From an optimization exercise on the open Yosys and OpenROAD flow, aimed at small area, a short achievable clock period and few clock cycles per item; shortcuts taken in it are not production practice.
Only simulation tests tie the RTL to the original design; equivalence was not proved.
Power figures rest on the tool's default switching activity, not on a simulated workload.

==> inputs of xenon <==
==> flow/design.v <==
module fe_inv (
    input  wire         clk,
    input  wire         rst,
    input  wire         start,
    input  wire [259:0] a,
    output wire         ready,
    output wire         done,
    output wire [1:0]   fault,
    output wire [259:0] result
);
    localparam [259:0] L    = 260'h1000000000000000000000000000000014def9dea2f79cd65812631a5cf5d3ed;
    localparam [252:0] LL   = L[252:0];
    localparam [253:0] NEGL = 254'h2fffffffffffffffffffffffffffffffeb2106215d086329a7ed9ce5a30a2c13;
    reg         a_busy;
    reg  [1:0]  a_fault;
    reg  [253:0] nu;      
    reg  [252:0] v;
    reg  [252:0] r, s;    
    reg  [8:0]  k;
    reg         b_busy;
    reg  [1:0]  b_fault;
    reg  [252:0] x;
    reg  [8:0]  kb;
    reg         kb_ge2;   
    reg         kb_zero;  
    wire b_done = b_busy & kb_zero;
    wire b_free = ~b_busy | b_done;
    wire gcd_end = (&nu) & (v == 253'd1);
    wire a_fin   = a_busy & ((a_fault != 2'd0) | gcd_end);
    wire hand    = a_fin & b_free;
    assign ready  = ~a_busy;
    assign done   = b_done;
    assign fault  = b_fault;
    assign result = {7'd0, x};
    wire accept = start & ready;
    wire [1:0] a_fcode = (a >= L) ? 2'd2 : (a == 260'd0) ? 2'd1 : 2'd0;
    wire u_even = ~nu[0];
    wire v_even = ~v[0];
    wire [253:0] d = {1'b0, v} + nu;
    wire [253:0] src = u_even ? nu : v_even ? {1'b0, v} : d;
    wire         neg = u_even | (~v_even & d[253]);    
    wire [1:0]   jm = src[1] ? 2'd0 : src[2] ? 2'd1 : src[3] ? 2'd2 : 2'd3;
    wire [256:0] dy = {{4{src[253]}}, src[253:1]} >> jm;
    wire [253:0] ds = dy[253:0];
    wire [252:0] rs = (v_even ? 253'd0 : r) + (u_even ? 253'd0 : s);
    wire [252:0] r_sh = {r[251:0], 1'b0} << jm;
    wire [252:0] s_sh = {s[251:0], 1'b0} << jm;
    wire [1:0] jb   = kb_ge2 ? 2'd2 : {1'b0, kb[0]};
    wire [8:0] kb_n = kb - {7'd0, jb};
    wire [1:0] q2   = 2'd0 - x[1:0];                 
    wire [1:0] q    = kb_ge2 ? q2 : {1'b0, q2[0]};
    reg  [254:0] qL;
    always @(*) begin
        case (q)
            2'd0: qL = 255'h0;
            2'd1: qL = 255'h1000000000000000000000000000000014def9dea2f79cd65812631a5cf5d3ed;
            2'd2: qL = 255'h2000000000000000000000000000000029bdf3bd45ef39acb024c634b9eba7da;
            default: qL = 255'h300000000000000000000000000000003e9ced9be8e6d6830837294f16e17bc7;
        endcase
    end
    wire [254:0] xs = {2'd0, x} + qL;
    wire [252:0] xh = kb_ge2 ? xs[254:2] : xs[253:1];
    wire step = a_busy & ~a_fin;
    always @(posedge clk) begin
        if (rst) begin
            a_busy <= 1'b0;
            b_busy <= 1'b0;
        end else begin
            if (accept)
                a_busy <= 1'b1;
            else if (hand)
                a_busy <= 1'b0;
            if (hand)
                b_busy <= 1'b1;
            else if (b_done)
                b_busy <= 1'b0;
        end
    end
    always @(posedge clk) begin
        if (accept) begin
            a_fault <= a_fcode;
            nu      <= NEGL;
            v       <= a[252:0];
            s       <= 253'd1;
            k       <= 9'd0;
        end else if (step) begin
            k <= k + {7'd0, jm} + 9'd1;
            if (neg) begin
                nu <= ds;
                s  <= s_sh;
            end else begin
                v  <= ds[252:0];
                s  <= rs;
            end
        end
        r <= accept ? 253'd0 : neg ? rs : r_sh;
    end
    always @(posedge clk) begin
        x <= hand ? s : xh;
        if (hand) begin
            b_fault <= a_fault;
            kb      <= (a_fault != 2'd0) ? 9'd0 : k;
            kb_ge2  <= (a_fault == 2'd0) & (k >= 9'd2);
            kb_zero <= (a_fault != 2'd0) | (k == 9'd0);
        end else if (b_busy & ~b_done) begin
            kb      <= kb_n;
            kb_ge2  <= (kb_n >= 9'd2);
            kb_zero <= (kb_n == 9'd0);
        end
    end
endmodule
==> flow/run.sh <==
#!/bin/bash
# synth_recipe.tcl (not shown) runs the flow's synth.tcl, then flattens the netlist and writes it again
# the make line also repeats each setting of config.mk as NAME=value (left out here)
make -C /OpenROAD-flow-scripts/flow DESIGN_CONFIG=/design/flow/config.mk WORK_HOME=/design/flow/orfs CLKGATE_MAP_FILE= SYNTH_SCRIPT=/design/flow/synth_recipe.tcl finish
==> flow/config.mk <==
export PLATFORM = sky130hd
export DESIGN_NAME = fe_inv
export DESIGN_NICKNAME = fe_inv
export VERILOG_FILES = /design/flow/design.v
export SDC_FILE = /design/flow/constraint.sdc
export NUM_CORES = 4
export LEC_CHECK = 0
export CAP_MARGIN = 20
export CORE_MARGIN = 2
export CORE_UTILIZATION = 40
export SETUP_SLACK_MARGIN = 4
export SLEW_MARGIN = 20
export TNS_END_PERCENT = 20
==> flow/constraint.sdc <==
create_clock -name core_clock -period 9.0 [get_ports {clk}]
set_input_delay 1.8000 -clock core_clock [delete_from_list [all_inputs] [get_ports {clk}]]
set_output_delay 1.8000 -clock core_clock [all_outputs]
set_load 0.01 [all_outputs]
==> willow (differences from xenon) <==
--- a/flow/design.v
+++ b/flow/design.v
@@ -30,3 +30,3 @@
     wire hand    = a_fin & b_free;
-    assign ready  = ~a_busy;
+    assign ready  = ~a_busy | hand;
     assign done   = b_done;
Settings changed: CORE_UTILIZATION 40 to 30, SETUP_SLACK_MARGIN 4 to 3.5, TNS_END_PERCENT 20 to unset.
==> pepper (differences from xenon) <==
==> flow/design.v (replaced) <==
module fe_inv (
    input  wire         clk,
    input  wire         rst,
    input  wire         start,
    input  wire [259:0] a,
    output wire         ready,
    output wire         done,
    output wire [1:0]   fault,
    output wire [259:0] result
);
    localparam [259:0] L    = 260'h1000000000000000000000000000000014def9dea2f79cd65812631a5cf5d3ed;
    localparam [252:0] LL   = L[252:0];
    localparam [253:0] NEGL = 254'h2fffffffffffffffffffffffffffffffeb2106215d086329a7ed9ce5a30a2c13;
    reg         a_busy;
    reg  [1:0]  a_fault;
    reg  [253:0] nu;      
    reg  [252:0] v;
    reg  [252:0] r, s;    
    reg  [8:0]  k;
    reg         b_busy;
    reg  [1:0]  b_fault;
    reg  [252:0] x;
    reg  [8:0]  kb;
    reg         kb_ge3;   
    reg         kb_zero;  
    wire b_done = b_busy & kb_zero;
    wire b_free = ~b_busy | b_done;
    wire gcd_end = (&nu) & (v == 253'd1);
    wire a_fin   = a_busy & ((a_fault != 2'd0) | gcd_end);
    wire hand    = a_fin & b_free;
    assign ready  = ~a_busy | hand;
    assign done   = b_done;
    assign fault  = b_fault;
    assign result = {7'd0, x};
    wire accept = start & ready;
    wire [1:0] a_fcode = (a >= L) ? 2'd2 : (a == 260'd0) ? 2'd1 : 2'd0;
    wire u_even = ~nu[0];
    wire v_even = ~v[0];
    wire [253:0] d = (u_even ? 254'd0 : {1'b0, v}) + (v_even ? 254'd0 : nu);
    wire         neg = d[253];           
    wire [1:0]   jm = d[1] ? 2'd0 : d[2] ? 2'd1 : d[3] ? 2'd2 : 2'd3;
    wire [256:0] dy = {{4{d[253]}}, d[253:1]} >> jm;
    wire [253:0] ds = dy[253:0];
    wire [252:0] rs = (v_even ? 253'd0 : r) + (u_even ? 253'd0 : s);
    wire [252:0] r_sh = {r[251:0], 1'b0} << jm;
    wire [252:0] s_sh = {s[251:0], 1'b0} << jm;
    wire [3:0] jb   = kb_ge3 ? 4'd3 : {2'd0, kb[1:0]};
    wire [8:0] kb_n = kb - {5'd0, jb};
    wire [2:0] q3   = (3'd0 - x[2:0]) * 3'd5;    
    wire [2:0] q    = (jb == 4'd3) ? q3 : (jb == 4'd2) ? {1'b0, q3[1:0]} : {2'd0, q3[0]};
    reg  [255:0] qL;
    always @(*) begin
        case (q)
            3'd0: qL = 256'h0;
            3'd1: qL = 256'h1000000000000000000000000000000014def9dea2f79cd65812631a5cf5d3ed;
            3'd2: qL = 256'h2000000000000000000000000000000029bdf3bd45ef39acb024c634b9eba7da;
            3'd3: qL = 256'h300000000000000000000000000000003e9ced9be8e6d6830837294f16e17bc7;
            3'd4: qL = 256'h40000000000000000000000000000000537be77a8bde735960498c6973d74fb4;
            3'd5: qL = 256'h50000000000000000000000000000000685ae1592ed6102fb85bef83d0cd23a1;
            3'd6: qL = 256'h600000000000000000000000000000007d39db37d1cdad06106e529e2dc2f78e;
            default: qL = 256'h700000000000000000000000000000009218d51674c549dc6880b5b88ab8cb7b;
        endcase
    end
    wire [255:0] xs = {3'd0, x} + qL;
    wire [252:0] xh = (jb == 4'd3) ? xs[255:3] : (jb == 4'd2) ? xs[254:2] : xs[253:1];
    always @(posedge clk) begin
        if (rst) begin
            a_busy <= 1'b0;
            b_busy <= 1'b0;
        end else begin
            if (accept) begin
                a_busy  <= 1'b1;
                a_fault <= a_fcode;
                nu      <= NEGL;
                v       <= a[252:0];
                r       <= 253'd0;
                s       <= 253'd1;
                k       <= 9'd0;
            end else if (hand) begin
                a_busy <= 1'b0;
            end else if (a_busy & ~a_fin) begin
                k <= k + {7'd0, jm} + 9'd1;
                if (neg) begin
                    nu <= ds;
                    r  <= rs;
                    s  <= s_sh;
                end else begin
                    v  <= ds[252:0];
                    s  <= rs;
                    r  <= r_sh;
                end
            end
            if (hand) begin
                b_busy  <= 1'b1;
                b_fault <= a_fault;
                x       <= s;
                kb      <= (a_fault != 2'd0) ? 9'd0 : k;
                kb_ge3  <= (a_fault == 2'd0) & (k >= 9'd3);
                kb_zero <= (a_fault != 2'd0) | (k == 9'd0);
            end else if (b_done) begin
                b_busy <= 1'b0;
            end else if (b_busy) begin
                x  <= xh;
                kb      <= kb_n;
                kb_ge3  <= (kb_n >= 9'd3);
                kb_zero <= (kb_n == 9'd0);
            end
        end
    end
endmodule
Settings changed: CORE_UTILIZATION 40 to 30, SETUP_SLACK_MARGIN 4 to 3, TNS_END_PERCENT 20 to unset.
==> qor summary <==
|  | pepper | willow | xenon |
|---|---|---|---|
| Clk. pwr | 7.05 mW | 7.12 mW | 7.16 mW |
| Power attributed to sequential cells | 8.24 mW | 8.33 mW | 8.94 mW |
| Stages on worst setup path | 19 | 7 | 22 |
| Post-synthesis compound-gate area fraction | 24.3% | 25.8% | 27.4% |
| Diode count | 30 | 16 | 17 |
| Data required time at the worst endpoint | 9670 ps | 7200 ps | 9830 ps |
| Multi-Input Combinational | 15100 | 15400 | 15700 |
| Mean Syn Cell Area | 7.53 um^2 | 6.82 um^2 | 6.89 um^2 |
| Run status | complete, no violations | failed layout checks | failed layout checks |
| Layout check failures | - | max-capacitance violations | max-slew violations |
| Parity-gate share of the synthesized area counting xor and xnor cells | 5.03% | 5.25% | 4.70% |
| Met1 track demand over resource | 40.7% | 38.2% | 52.1% |
| Number of logic inverters in the finished layout | 301 | 247 | 279 |
| Die W | 674 um | 648 um | 569 um |
| Crit-path slowest cell | nor2_1 | or4_4 | or4b_4 |
| Sequential cell area | 0.0388 mm^2 | 0.0286 mm^2 | 0.0286 mm^2 |
| Routability cong. | 1.12 | 1.03 | 1.07 |
| End of the worst register-to-register path | s[128] | x[227] | x[207] |
| GR Layer Usage met3 | 7.37% | 4.72% | 8.03% |
| Sequential group share of total power | 26.6% | 23.5% | 21.6% |
| Fraction of cell area in non-clock buffers | 6.86% | 8.82% | 8.14% |
| Worst Path Arrival | 6820 ps | 4020 ps | 6300 ps |
Testbench counts of xenon, summed over its fixed seeds: cycles 62,871, items 320.
Testbench counts of willow, summed over its fixed seeds: cycles 62,574, items 320.
Testbench counts of pepper, summed over its fixed seeds: cycles 62,058, items 320.

[port drivers added, routing unchanged]
How much do the figures lean on ideal ports? The routed layouts below were timed once more, with nothing changed but the port constraints.
Step 1: set_driving_cell puts a clkbuf_16 on clk and a buf_2 on each other input, an assumption about the parent block.
Step 2, shift: input delay + t, output delay - t, t = (earliest + latest rising clock arrival at the registers) / 2. This alone moves slack from input paths to output paths.
Three values: ideal, step 1, step 2; two values: the first two.
run	shift t [ns]	slack for setup (ns)	pins driven straight from the clock port
xenon	1.010	3.524 / 3.524 / 3.026	1
willow	1.026	3.178 / 3.053 / 3.255	1
pepper	1.021	2.844 / 2.844 / 2.844	1
The setup slack of xenon, which loses most, moves by 0.000 ns with the drivers and by -0.498 ns with both steps.
